Source: an optimization exercise on an open RTL-to-GDS flow (aim: small area, a short achievable clock period and few clock cycles). Production flows keep margins and buffers that such runs may drop. Where RTL was checked, it was by simulation tests only, not by an equivalence proof against the original. No driver is modelled on the clock port, so clock power and skew are understated where the tree is cut down; a real chip needs a root buffer or a tree.

==> job 7561: inputs <==
==> flow/design.v (excerpt) <==
module rle_export (
    input  wire        clk,
    input  wire        rst,         
    input  wire        start,
    input  wire [15:0] cfg_w,
    input  wire [15:0] cfg_h,
    input  wire [15:0] cfg_tilew,
    input  wire [4:0]  cfg_levels,
    input  wire        cfg_invert,
    output wire        busy,
    output wire        done,
    output reg  [7:0]  errcode,
    input  wire        pix_valid,
    output wire        pix_ready,
    input  wire [23:0] pix_rgb,
    output reg         out_valid,
    input  wire        out_ready,
    output reg  [7:0]  out_byte,
    output reg         out_last
);
export LEC_CHECK = 0
export ABC_AREA = 1
export CAP_MARGIN = 20
export CORE_MARGIN = 2
export CORE_UTILIZATION = 40
export CTS_BUF_LIST = sky130_fd_sc_hd__clkbuf_8
export PLACE_DENSITY = 0.6
export SLEW_MARGIN = 20
create_clock -name core_clock -period 23.0 [get_ports {clk}]
standard.sh (not shown) runs the stock make flow with config.mk's settings and CLKGATE_MAP_FILE= SYNTH_SCRIPT=/design/flow/synth_recipe.tcl, a recipe that flattens the netlist after the stock synthesis.
==> flow/flow/run.sh <==
#!/bin/bash
# The standard layout with four changes in how it is made:
#  - synthesis is the standard synthesis script, run with ORFS's scripts
#    except for ABC's area script (flow/abc_area.script, an area-recovering
#    mapping); registers are mapped before ABC runs, so they are the same;
#  - the port buffers are buf_1 cells (repair upsizes the ones on critical
#    paths) instead of the slow default buffer that buffer_ports picks;
#  - timing repair aims for more setup slack than the clock period needs;
#  - the clock tree is a balanced two-level tree built by flow/cts_manual.tcl
#    in place of TritonCTS (the clock port drives 4 buffers).
set -euo pipefail
export BUFFER_PORTS_ARGS="-buffer_cell sky130_fd_sc_hd__buf_1"
export SETUP_SLACK_MARGIN=17.6
export PRE_CTS_TCL="$PWD/flow/cts_manual.tcl"
rm -rf scripts_abc
cp -r "$FLOW_HOME/scripts" scripts_abc
cp flow/abc_area.script scripts_abc/abc_area.script
SCRIPTS_DIR="$PWD/scripts_abc" bash standard.sh synth > synth.log 2>&1
bash standard.sh > standard.log 2>&1
==> flow/flow/abc_area.script <==
&get -n
&st
&dch
&nf -a
&put
topo
==> flow/flow/cts_manual.tcl <==
# Sourced by ORFS's cts.tcl before its clock_tree_synthesis call (PRE_CTS_TCL).
# Replaces TritonCTS with a shallow, balanced two-level tree: the clock port
# drives NR root buffers, each root drives a contiguous group of the NB leaf
# buffers, and each leaf buffer drives one cluster of flip-flops, the
# clusters found by capacitated k-means on the flip-flops' positions.
# All registers see the same number of buffers between the port and their
# clock pin.

set ::cts_nb 12
set ::cts_nr 4
set ::cts_leaf sky130_fd_sc_hd__clkbuf_8
set ::cts_root sky130_fd_sc_hd__clkbuf_8

proc manual_leaves {nb master_name} {
  set db [ord::get_db]
  set block [ord::get_db_block]
  set clk [$block findNet clk]
  set master [$db findMaster $master_name]
  set sinks {}
  foreach it [$clk getITerms] {
    if {[[$it getMTerm] getName] eq "CLK"} { lappend sinks $it }
  }
  set pts {}
  foreach it $sinks {
    set bb [[$it getInst] getBBox]
    lappend pts [list [expr {([$bb xMin]+[$bb xMax])/2}] [expr {([$bb yMin]+[$bb yMax])/2}]]
  }
  set n [llength $pts]
  set die [$block getDieArea]
  set W [$die dx]; set H [$die dy]
  set g [expr {int(ceil(sqrt($nb)))}]
  set rows [expr {($nb + $g - 1) / $g}]
  set cents {}
  for {set k 0} {$k < $nb} {incr k} {
    lappend cents [list [expr {($k % $g + 0.5) * $W / $g}] [expr {(int($k / $g) + 0.5) * $H / $rows}]]
  }
  set cap [expr {int(ceil(double($n) / $nb)) + 2}]
  for {set iter 0} {$iter < 30} {incr iter} {
    set pairs {}
    for {set i 0} {$i < $n} {incr i} {
      lassign [lindex $pts $i] x y
      for {set k 0} {$k < $nb} {incr k} {
        lassign [lindex $cents $k] cx cy
        lappend pairs [list [expr {abs($x-$cx)+abs($y-$cy)}] $i $k]
      }
    }
    set pairs [lsort -real -index 0 $pairs]
    set assign [lrepeat $n -1]
    set cnt [lrepeat $nb 0]
    foreach p $pairs {
      lassign $p d i k
      if {[lindex $assign $i] >= 0} continue
      if {[lindex $cnt $k] >= $cap} continue
      lset assign $i $k
      lset cnt $k [expr {[lindex $cnt $k] + 1}]
    }
    set sx [lrepeat $nb 0.0]; set sy [lrepeat $nb 0.0]
    for {set i 0} {$i < $n} {incr i} {
      set k [lindex $assign $i]
      lassign [lindex $pts $i] x y
      lset sx $k [expr {[lindex $sx $k] + $x}]
      lset sy $k [expr {[lindex $sy $k] + $y}]
    }
    for {set k 0} {$k < $nb} {incr k} {
      set c [lindex $cnt $k]
      if {$c > 0} { lset cents $k [list [expr {[lindex $sx $k]/$c}] [expr {[lindex $sy $k]/$c}]] }
    }
  }
  for {set k 0} {$k < $nb} {incr k} {
    set net [odb::dbNet_create $block "clknet_leaf_$k"]
    $net setSigType CLOCK
    set inst [odb::dbInst_create $block $master "clkbuf_leaf_$k"]
    lassign [lindex $cents $k] cx cy
    $inst setLocation [expr {int($cx)}] [expr {int($cy)}]
    $inst setPlacementStatus PLACED
    $inst setSourceType TIMING
    [$inst findITerm A] connect $clk
    [$inst findITerm X] connect $net
    set nets($k) $net
  }
  for {set i 0} {$i < $n} {incr i} {
    set it [lindex $sinks $i]
    $it disconnect
    $it connect $nets([lindex $assign $i])
  }
  puts "manual clock tree: $n sinks in $nb clusters of $cnt"
}

proc manual_roots {nr master_name} {
  set db [ord::get_db]
  set block [ord::get_db_block]
  set clk [$block findNet clk]
  set master [$db findMaster $master_name]
  set lx {}
  foreach it [$clk getITerms] {
    set bb [[$it getInst] getBBox]
    lappend lx [list [$bb xMin] [$bb yMin] $it]
  }
  set lx [lsort -integer -index 0 $lx]
  set nl [llength $lx]
  set per [expr {int(ceil(double($nl) / $nr))}]
  for {set r 0} {$r < $nr} {incr r} {
    set grp [lrange $lx [expr {$r * $per}] [expr {($r + 1) * $per - 1}]]
    if {[llength $grp] == 0} continue
    set sx 0; set sy 0
    foreach e $grp { set sx [expr {$sx + [lindex $e 0]}]; set sy [expr {$sy + [lindex $e 1]}] }
    set net [odb::dbNet_create $block "clknet_root_$r"]
    $net setSigType CLOCK
    set inst [odb::dbInst_create $block $master "clkbuf_root_$r"]
    $inst setLocation [expr {$sx / [llength $grp]}] [expr {$sy / [llength $grp]}]
    $inst setPlacementStatus PLACED
    $inst setSourceType TIMING
    [$inst findITerm A] connect $clk
    [$inst findITerm X] connect $net
    foreach e $grp { set it [lindex $e 2]; $it disconnect; $it connect $net }
  }
  puts "manual clock tree: $nl leaf buffers under $nr root buffers"
}

rename clock_tree_synthesis orfs_clock_tree_synthesis
proc clock_tree_synthesis {args} {
  global cts_nb cts_nr cts_leaf cts_root
  manual_leaves $cts_nb $cts_leaf
  manual_roots $cts_nr $cts_root
  set_propagated_clock [all_clocks]
}
==> job 1010 (differences from job 7561) <==
==> flow/flow/run.sh (replaced) <==
#!/bin/bash
# The standard layout with three changes in how it is made:
#  - the port buffers are buf_1 cells (repair upsizes the ones on critical
#    paths) instead of the slow default buffer that buffer_ports picks;
#  - timing repair aims for more setup slack than the clock period needs;
#  - the clock tree is a balanced two-level tree built by flow/cts_manual.tcl
#    in place of TritonCTS (the clock port drives 4 buffers).
set -euo pipefail
export BUFFER_PORTS_ARGS="-buffer_cell sky130_fd_sc_hd__buf_1"
export SETUP_SLACK_MARGIN=17.6
export PRE_CTS_TCL="$PWD/flow/cts_manual.tcl"
bash standard.sh > standard.log 2>&1
--- a/flow/flow/cts_manual.tcl
+++ b/flow/flow/cts_manual.tcl
@@ -7,7 +7,7 @@
 # clock pin.
 
-set ::cts_nb 12
+set ::cts_nb 8
 set ::cts_nr 4
-set ::cts_leaf sky130_fd_sc_hd__clkbuf_8
+set ::cts_leaf sky130_fd_sc_hd__clkbuf_16
 set ::cts_root sky130_fd_sc_hd__clkbuf_8
 
--- a/flow/config.mk
+++ b/flow/config.mk
@@ -7,8 +7,8 @@
 export LEC_CHECK = 0
 export ABC_AREA = 1
-export CAP_MARGIN = 20
+export CAP_MARGIN = 0
 export CORE_MARGIN = 2
 export CORE_UTILIZATION = 40
 export CTS_BUF_LIST = sky130_fd_sc_hd__clkbuf_8
 export PLACE_DENSITY = 0.6
-export SLEW_MARGIN = 20
+export SLEW_MARGIN = 0
removed: flow/flow/abc_area.script
==> out/qor.csv <==
metric,value,unit
status,timing/DRC/antenna clean,
placed cells,1458,
row count,56,
mux share of post-synthesis cell area,0,%
slew at the pin with the worst max-slew slack,798,ps
post-cts sizing count,4,
Synth Area in Simple Gates,20.2,%
Tapcell Cnt,319,
min cycle time layout,5420,ps
That was job 1010.
==> out/qor.csv <==
metric,value,unit
min cycle time layout,5440,ps
row count,54,
status,timing/DRC/antenna clean,
slew at the pin with the worst max-slew slack,917,ps
post-cts sizing count,11,
Tapcell Cnt,280,
That was job 7561.
Testbench counts of job 7561, summed over its fixed seeds: cycles 64,768.
Testbench counts of job 1010, summed over its fixed seeds: cycles 64,768.
No run of this note takes its clock network from TritonCTS; it comes from the design's own scripts or RTL.


==> run H <==
rle_export, a different RTL version from the one above (not shown whole).
export LEC_CHECK = 0
export ABC_AREA = 1
export CAP_MARGIN = 20
export CORE_MARGIN = 2
export CORE_UTILIZATION = 40
export PLACE_DENSITY = 0.6
export SLEW_MARGIN = 20
create_clock -name core_clock -period 23.0 [get_ports {clk}]
==> flow/flow/run.sh <==
#!/bin/bash
# The standard layout, with the port buffers made of buf_2 cells instead
# of the slow default buffer that buffer_ports picks.
set -euo pipefail
export BUFFER_PORTS_ARGS="-buffer_cell sky130_fd_sc_hd__buf_2"
bash standard.sh > standard.log 2>&1
==> inputs of run P, as changes to run H <==
--- a/flow/design.v
+++ b/flow/design.v
@@ -33,22 +33,19 @@
     reg        inv_q;
     reg [15:0] col, tile, row;
     wire last_col  = (col  == 16'd1);
     wire last_tile = (tile == 16'd1);
     wire last_row  = (row  == 16'd1);
     wire take = pix_valid && pix_ready_r;
     reg        skid_valid;
     wire       en = !skid_valid;
-    wire [7:0] in_r = pix_rgb[23:16] ^ {8{inv_q}};
-    wire [7:0] in_g = pix_rgb[15:8]  ^ {8{inv_q}};
-    wire [7:0] in_b = pix_rgb[7:0]   ^ {8{inv_q}};
     reg        v1, eoc1, eof1;
-    reg [7:0]  sum1, car1;
-    wire [9:0] q_sum = {2'b00, sum1} + {1'b0, car1, 1'b0};
+    reg [23:0] rgb1;
+    wire [9:0] q_sum = {2'b00, rgb1[23:16]} + {2'b00, rgb1[15:8]} + {2'b00, rgb1[7:0]};
     wire [9:0] q_int = ({1'b0, q_sum} + 11'd1) / 11'd3;
     reg        v2, eoc2, eof2;
     reg [7:0]  int2;
     wire [11:0] q_y   = int2 * m_q + 12'd128;
     wire [12:0] q_z   = {1'b0, q_y} + {9'd0, q_y[11:8]};
     wire [3:0]  q_lvl = q_z[11:8];
     reg        vA, eocA, eofA;
     reg [3:0]  lvlA;
@@ -310,70 +307,70 @@
             8'hFB: f_nib = 4'd15;
             8'hFC: f_nib = 4'd15;
             8'hFD: f_nib = 4'd15;
             8'hFE: f_nib = 4'd15;
             8'hFF: f_nib = 4'd15;
             endcase
         end
     endfunction
+    wire [3:0] lv2A = inv_q ? (m_q - lvlA) : lvlA;
+    wire [3:0] nibA = f_nib({lv2A, m_q});
     reg        vB, eocB, eofB;
-    reg [3:0]  lvlB;
+    reg [3:0]  nibB;
     reg [3:0]  cnt;              
     wire b_proc = vB && (eocB || vA);
-    wire b_ends = eocB || (cnt == 4'd15) || (lvlA != lvlB);
+    wire b_ends = eocB || (cnt == 4'd15) || (nibA != nibB);
     wire b_load = !vB || eocB || vA;
     wire emit   = en && b_proc && b_ends;
-    wire [7:0] byteB = {cnt, f_nib({lvlB, m_q})};
     reg [7:0] skid_byte;
     reg       skid_last;
     wire out_free = !out_valid || out_ready;
     always @(posedge clk) begin
         if (!busy_r) begin
             w_q    <= cfg_w;
             t_q    <= cfg_tilew;
             m_q    <= cfg_levels[3:0] - 4'd1;
             inv_q  <= cfg_invert;
+            e11_r  <= cfg_bad_levels;
+            e21_r  <= !cfg_bad_levels && cfg_bad_tile;
+            eany_r <= cfg_bad_levels || cfg_bad_tile;
         end
-        e11_r  <= !busy_r && cfg_bad_levels;
-        e21_r  <= !busy_r && !cfg_bad_levels && cfg_bad_tile;
-        eany_r <= !busy_r && (cfg_bad_levels || cfg_bad_tile);
         if (!busy_r) begin
             col  <= cfg_w;
             tile <= cfg_tilew;
             row  <= cfg_h;
         end else if (take) begin
             col  <= last_col ? w_q : col - 16'd1;
             tile <= (last_col || last_tile) ? t_q : tile - 16'd1;
             if (last_col)
                 row <= row - 16'd1;
         end
         if (en) begin
-            sum1 <= in_r ^ in_g ^ in_b;
-            car1 <= (in_r & in_g) | (in_r & in_b) | (in_g & in_b);
+            rgb1 <= pix_rgb;
             eoc1 <= last_col || last_tile;
             eof1 <= last_col && last_row;
             int2 <= q_int[7:0];
             eoc2 <= eoc1;
             eof2 <= eof1;
             lvlA <= q_lvl;
             eocA <= eoc2;
             eofA <= eof2;
             if (b_load) begin
-                lvlB <= lvlA;
+                nibB <= nibA;
                 eocB <= eocA;
                 eofB <= eofA;
             end
         end
         if (!skid_valid) begin
-            skid_byte <= byteB;
+            skid_byte <= {cnt, nibB};
             skid_last <= eofB;
         end
         if (out_free) begin
-            out_byte <= skid_valid ? skid_byte : byteB;
+            out_byte <= skid_valid ? skid_byte : {cnt, nibB};
             out_last <= skid_valid ? skid_last : eofB;
         end
         if (rst) begin
             busy_r      <= 1'b0;
             done_r      <= 1'b0;
             in_act      <= 1'b0;
             pix_ready_r <= 1'b0;
             v1          <= 1'b0;
==> flow/run.sh (new file) <==
#!/bin/bash
# synth_recipe.tcl (not shown) runs the flow's synth.tcl, then flattens the netlist and writes it again
# the make line also repeats each setting of config.mk as NAME=value (left out here)
make -C /OpenROAD-flow-scripts/flow DESIGN_CONFIG=/design/flow/config.mk WORK_HOME=/design/flow/orfs CLKGATE_MAP_FILE= SYNTH_SCRIPT=/design/flow/synth_recipe.tcl finish
==> flow/config.mk (replaced) <==
export PLATFORM = sky130hd
export DESIGN_NAME = rle_export
export DESIGN_NICKNAME = rle_export
export VERILOG_FILES = /design/flow/design.v
export SDC_FILE = /design/flow/constraint.sdc
export NUM_CORES = 4
export LEC_CHECK = 0
export CAP_MARGIN = 20
export CORE_MARGIN = 2
export CORE_UTILIZATION = 40
export PLACE_DENSITY = 0.6
export SLEW_MARGIN = 20
removed: flow/flow/run.sh
removed: flow/standard.sh
==> inputs of run Y, as changes to run H <==
--- a/flow/design.v
+++ b/flow/design.v
@@ -14,49 +14,55 @@
     output wire        pix_ready,
     input  wire [23:0] pix_rgb,
     output reg         out_valid,
     input  wire        out_ready,
     output reg  [7:0]  out_byte,
     output reg         out_last
 );
     reg busy_r, done_r, pix_ready_r, in_act;
+    reg idle;                    
     reg e11_r, e21_r, eany_r;
     assign busy      = busy_r;
     assign done      = done_r;
     assign pix_ready = pix_ready_r;
     always @(*) errcode = {2'b00, e21_r, e11_r, 3'b000, eany_r};
     wire cfg_bad_levels = (cfg_levels < 5'd2) || (cfg_levels > 5'd16);
     wire cfg_bad_tile   = (cfg_tilew == 16'd0);
     wire cfg_empty      = (cfg_w == 16'd0) || (cfg_h == 16'd0);
     wire cfg_ok         = !cfg_bad_levels && !cfg_bad_tile && !cfg_empty;
     reg [15:0] w_q, t_q;
     reg [3:0]  m_q;              
     reg        inv_q;
     reg [15:0] col, tile, row;
     wire last_col  = (col  == 16'd1);
     wire last_tile = (tile == 16'd1);
     wire last_row  = (row  == 16'd1);
+    wire last_pix  = last_col && last_row;
+    wire penult    = (last_row && (col == 16'd2)) ||
+                     (last_col && (w_q == 16'd1) && (row == 16'd2));
     wire take = pix_valid && pix_ready_r;
     reg        skid_valid;
     wire       en = !skid_valid;
-    wire [7:0] in_r = pix_rgb[23:16] ^ {8{inv_q}};
-    wire [7:0] in_g = pix_rgb[15:8]  ^ {8{inv_q}};
-    wire [7:0] in_b = pix_rgb[7:0]   ^ {8{inv_q}};
-    reg        v1, eoc1, eof1;
+    wire [7:0] in_r = pix_rgb[23:16];
+    wire [7:0] in_g = pix_rgb[15:8];
+    wire [7:0] in_b = pix_rgb[7:0];
+    reg        v1;
     reg [7:0]  sum1, car1;
+    wire take_last = take && (v1 ? penult : last_pix);
     wire [9:0] q_sum = {2'b00, sum1} + {1'b0, car1, 1'b0};
     wire [9:0] q_int = ({1'b0, q_sum} + 11'd1) / 11'd3;
-    reg        v2, eoc2, eof2;
+    reg [1:0]  pc2;
     reg [7:0]  int2;
     wire [11:0] q_y   = int2 * m_q + 12'd128;
     wire [12:0] q_z   = {1'b0, q_y} + {9'd0, q_y[11:8]};
     wire [3:0]  q_lvl = q_z[11:8];
-    reg        vA, eocA, eofA;
+    reg [1:0]  pcA;
     reg [3:0]  lvlA;
+    wire       vA = pcA != 2'b00;
     function [3:0] f_nib;        
         input [7:0] lvm;
         begin
             case (lvm)
             8'h00: f_nib = 4'd0;
             8'h01: f_nib = 4'd0;
             8'h02: f_nib = 4'd0;
             8'h03: f_nib = 4'd0;
@@ -310,111 +316,109 @@
             8'hFB: f_nib = 4'd15;
             8'hFC: f_nib = 4'd15;
             8'hFD: f_nib = 4'd15;
             8'hFE: f_nib = 4'd15;
             8'hFF: f_nib = 4'd15;
             endcase
         end
     endfunction
-    reg        vB, eocB, eofB;
+    reg [1:0]  pcB;
     reg [3:0]  lvlB;
     reg [3:0]  cnt;              
+    wire       vB   = pcB != 2'b00;
+    wire       eocB = pcB[1];
+    wire       eofB = pcB == 2'b11;
     wire b_proc = vB && (eocB || vA);
     wire b_ends = eocB || (cnt == 4'd15) || (lvlA != lvlB);
     wire b_load = !vB || eocB || vA;
     wire emit   = en && b_proc && b_ends;
     wire [7:0] byteB = {cnt, f_nib({lvlB, m_q})};
     reg [7:0] skid_byte;
     reg       skid_last;
-    wire out_free = !out_valid || out_ready;
+    reg  out_empty;              
+    wire out_free = out_empty || out_ready;
+    wire busy_n = idle ? (start && cfg_ok)
+                       : !(!out_empty && out_ready && out_last);
+    wire out_valid_n = out_free ? (skid_valid || emit) : 1'b1;
     always @(posedge clk) begin
-        if (!busy_r) begin
-            w_q    <= cfg_w;
-            t_q    <= cfg_tilew;
-            m_q    <= cfg_levels[3:0] - 4'd1;
-            inv_q  <= cfg_invert;
+        if (idle) begin
+            w_q   <= cfg_w;
+            t_q   <= cfg_tilew;
+            m_q   <= cfg_levels[3:0] - 4'd1;
+            inv_q <= cfg_invert;
         end
-        e11_r  <= !busy_r && cfg_bad_levels;
-        e21_r  <= !busy_r && !cfg_bad_levels && cfg_bad_tile;
-        eany_r <= !busy_r && (cfg_bad_levels || cfg_bad_tile);
-        if (!busy_r) begin
+        e11_r  <= idle && cfg_bad_levels;
+        e21_r  <= idle && !cfg_bad_levels && cfg_bad_tile;
+        eany_r <= idle && (cfg_bad_levels || cfg_bad_tile);
+        if (idle) begin
             col  <= cfg_w;
             tile <= cfg_tilew;
             row  <= cfg_h;
-        end else if (take) begin
+        end else if (en && v1) begin
             col  <= last_col ? w_q : col - 16'd1;
             tile <= (last_col || last_tile) ? t_q : tile - 16'd1;
             if (last_col)
                 row <= row - 16'd1;
         end
         if (en) begin
             sum1 <= in_r ^ in_g ^ in_b;
             car1 <= (in_r & in_g) | (in_r & in_b) | (in_g & in_b);
-            eoc1 <= last_col || last_tile;
-            eof1 <= last_col && last_row;
-            int2 <= q_int[7:0];
-            eoc2 <= eoc1;
-            eof2 <= eof1;
+            int2 <= q_int[7:0] ^ {8{inv_q}};
             lvlA <= q_lvl;
-            eocA <= eoc2;
-            eofA <= eof2;
-            if (b_load) begin
+            if (b_load)
                 lvlB <= lvlA;
-                eocB <= eocA;
-                eofB <= eofA;
-            end
         end
         if (!skid_valid) begin
             skid_byte <= byteB;
             skid_last <= eofB;
         end
         if (out_free) begin
             out_byte <= skid_valid ? skid_byte : byteB;
             out_last <= skid_valid ? skid_last : eofB;
         end
         if (rst) begin
             busy_r      <= 1'b0;
+            idle        <= 1'b1;
             done_r      <= 1'b0;
             in_act      <= 1'b0;
             pix_ready_r <= 1'b0;
             v1          <= 1'b0;
-            v2          <= 1'b0;
-            vA          <= 1'b0;
-            vB          <= 1'b0;
+            pc2         <= 2'b00;
+            pcA         <= 2'b00;
+            pcB         <= 2'b00;
             cnt         <= 4'd0;
             out_valid   <= 1'b0;
+            out_empty   <= 1'b1;
             skid_valid  <= 1'b0;
         end else begin
-            if (!busy_r) begin
-                busy_r      <= start && cfg_ok;
+            busy_r <= busy_n;
+            idle   <= !busy_n;
+            if (idle) begin
                 done_r      <= start && !cfg_ok;
                 in_act      <= start && cfg_ok;
                 pix_ready_r <= start && cfg_ok;
             end else begin
-                done_r <= 1'b0;
-                if (out_valid && out_ready && out_last) begin
-                    busy_r <= 1'b0;
-                    done_r <= 1'b1;
-                end
-                if (take && last_col && last_row)
+                done_r <= !out_empty && out_ready && out_last;
+                if (take_last)
                     in_act <= 1'b0;
-                pix_ready_r <= in_act && !(take && last_col && last_row) &&
+                pix_ready_r <= in_act && !take_last &&
                                !(!out_free && (skid_valid || emit));
             end
             if (en) begin
-                v1 <= take;
-                v2 <= v1;
-                vA <= v2;
+                v1  <= take;
+                pc2 <= !v1 ? 2'b00 : last_pix ? 2'b11 :
+                       (last_col || last_tile) ? 2'b10 : 2'b01;
+                pcA <= pc2;
                 if (b_load)
-                    vB <= vA;
+                    pcB <= pcA;
                 if (b_proc)
                     cnt <= b_ends ? 4'd0 : cnt + 4'd1;
             end
-            if (out_free) begin
-                out_valid  <= skid_valid || emit;
+            out_valid <= out_valid_n;
+            out_empty <= !out_valid_n;
+            if (out_free)
                 skid_valid <= 1'b0;
-            end else if (emit) begin
+            else if (emit)
                 skid_valid <= 1'b1;
-            end
         end
     end
 endmodule
==> flow/flow/run.sh (replaced) <==
#!/bin/bash
# The standard layout, with the port buffers made of buf_2 cells instead
# of the slow default buffer that buffer_ports picks, and timing repair
# aiming for more setup slack than the clock period needs.
set -euo pipefail
export BUFFER_PORTS_ARGS="-buffer_cell sky130_fd_sc_hd__buf_2"
export SETUP_SLACK_MARGIN=17.6
bash standard.sh > standard.log 2>&1
--- a/flow/config.mk
+++ b/flow/config.mk
@@ -4,10 +4,11 @@
 export VERILOG_FILES = /design/flow/design.v
 export SDC_FILE = /design/flow/constraint.sdc
 export NUM_CORES = 4
 export LEC_CHECK = 0
 export ABC_AREA = 1
 export CAP_MARGIN = 20
 export CORE_MARGIN = 2
 export CORE_UTILIZATION = 40
+export CTS_BUF_LIST = sky130_fd_sc_hd__clkbuf_8
 export PLACE_DENSITY = 0.6
 export SLEW_MARGIN = 20
==> comparison table <==
Result of the run: run P finished clean; run H finished clean; run Y finished clean
Seq cells: run P 168; run H 160; run Y 157
Simple-gate share of the synthesized area: run P 14.4%; run H 19.8%; run Y 20.7%
Buffers, non-clock: run P 106; run H 104; run Y 132
Worst vdd ir: run P 0.0000557 V; run H 0.0000879 V; run Y 0.0000487 V
Setup slack of the critical path after layout: run P 16.61 ns; run H 17.12 ns; run Y 17.31 ns
Largest net degree at the start of global routing: run P 64; run H 78; run Y 101
Die Outline Area: run P 0.0278 sq mm; run H 0.0267 sq mm; run Y 0.0259 sq mm
R2R setup slack: run P 17.42 ns; run H 17.21 ns; run Y 17.92 ns
Routability Congestion: run P 0.852; run H 0.855; run Y 0.855
Capturing point of the worst reg2reg path: run P int2[0]$_DFFE_PN_; run H lvlA[3]$_DFFE_PN_; run Y lvlA[3]$_DFFE_PN_
Routed wirelength normalized by instance count: run P 15.6 um; run H 13.2 um; run Y 13.7 um
Hold Startpoint: run P eof2$_DFFE_PN_; run H eof1$_DFFE_PN_; run Y pc2[1]$_SDFFE_PP0N_
Final period util: run P 27.8%; run H 25.6%; run Y 24.7%
Count of buffer and inverter cells on the critical path: run P 1; run H 2; run Y 10
Number of cells after detailed placement: run P 1413; run H 1551; run Y 1535
Area of combinational cells with multiple inputs: run P 0.00528 sq mm; run H 0.00483 sq mm; run Y 0.00482 sq mm
Required time of the worst setup path: run P 23.29 ns; run H 23.36 ns; run Y 23.32 ns
Stage delay of the slowest cell on the critical path: run P 0.47 ns; run H 0.44 ns; run Y 0.14 ns
Global-route met2 utilization: run P 27.0%; run H 28.2%; run Y 28.4%
Crit path time final: run P 6.39 ns; run H 5.88 ns; run Y 5.69 ns
Hold Path Sink: run P eofA$_DFFE_PN_; run H eof2$_DFFE_PN_; run Y pc2[1]$_SDFFE_PP0N_
Compound-Gate Fraction of Synth Area: run P 15.7%; run H 11.8%; run Y 11.6%
Achievable clock frequency: run P 157 MHz; run H 170 MHz; run Y 176 MHz
Clock latency on the worst-skew pair: run P 0.43 ns; run H 0.43 ns; run Y 0.45 ns
Inverters excl. clock: run P 60; run H 167; run Y 152
Testbench counts of run H, summed over its fixed seeds: cycles 64,512.
Testbench counts of run P, summed over its fixed seeds: cycles 64,512.
The RTL of run Y was laid out without a check of its function.

==> afterwards: timing with drivers on the ports <==
The flow's constraints put no driver on any port. The routed layouts listed below were extracted and timed again, unchanged, in two steps. Step 1 sets driving cells, clkbuf_16 on the clock port and buf_2 on the other inputs (assumed; they add their load-dependent delay and slew). Step 2 adds t to the input delays and takes it off the output delays; t is the mean of the earliest and latest rising clock arrival at the registers after step 1. Input paths then give back, and output paths get back, about the clock's delay inside the block. Three values: ideal, step 1, step 2; two values: the first two.
run | t, ns | setup slack, ns | worst setup path at the end | latest minus earliest clock arrival (ns) | worst register clock-pin slew, ns
job 7561 | 0.358 | 17.561 / 17.496 / 17.377 | input to register | 0.042 / 0.043 | 0.10 / 0.10
job 1010 | 0.366 | 17.581 / 17.508 / 17.425 | input to register | 0.029 / 0.028 | 0.09 / 0.09
run H | 0.467 | 17.123 / 17.144 / 16.677 | input to register | 0.023 / 0.023 | 0.07 / 0.07
run P | 0.469 | 16.612 / 16.639 / 16.170 | input to register | 0.015 / 0.015 | 0.08 / 0.08
run Y | 0.489 | 17.308 / 17.309 / 16.820 | input to register | 0.024 / 0.024 | 0.10 / 0.10
After both steps setup and hold are still met in every run listed. For run Y, which loses most, drivers alone change the setup slack by +0.001 ns; drivers and shift together by -0.488 ns.
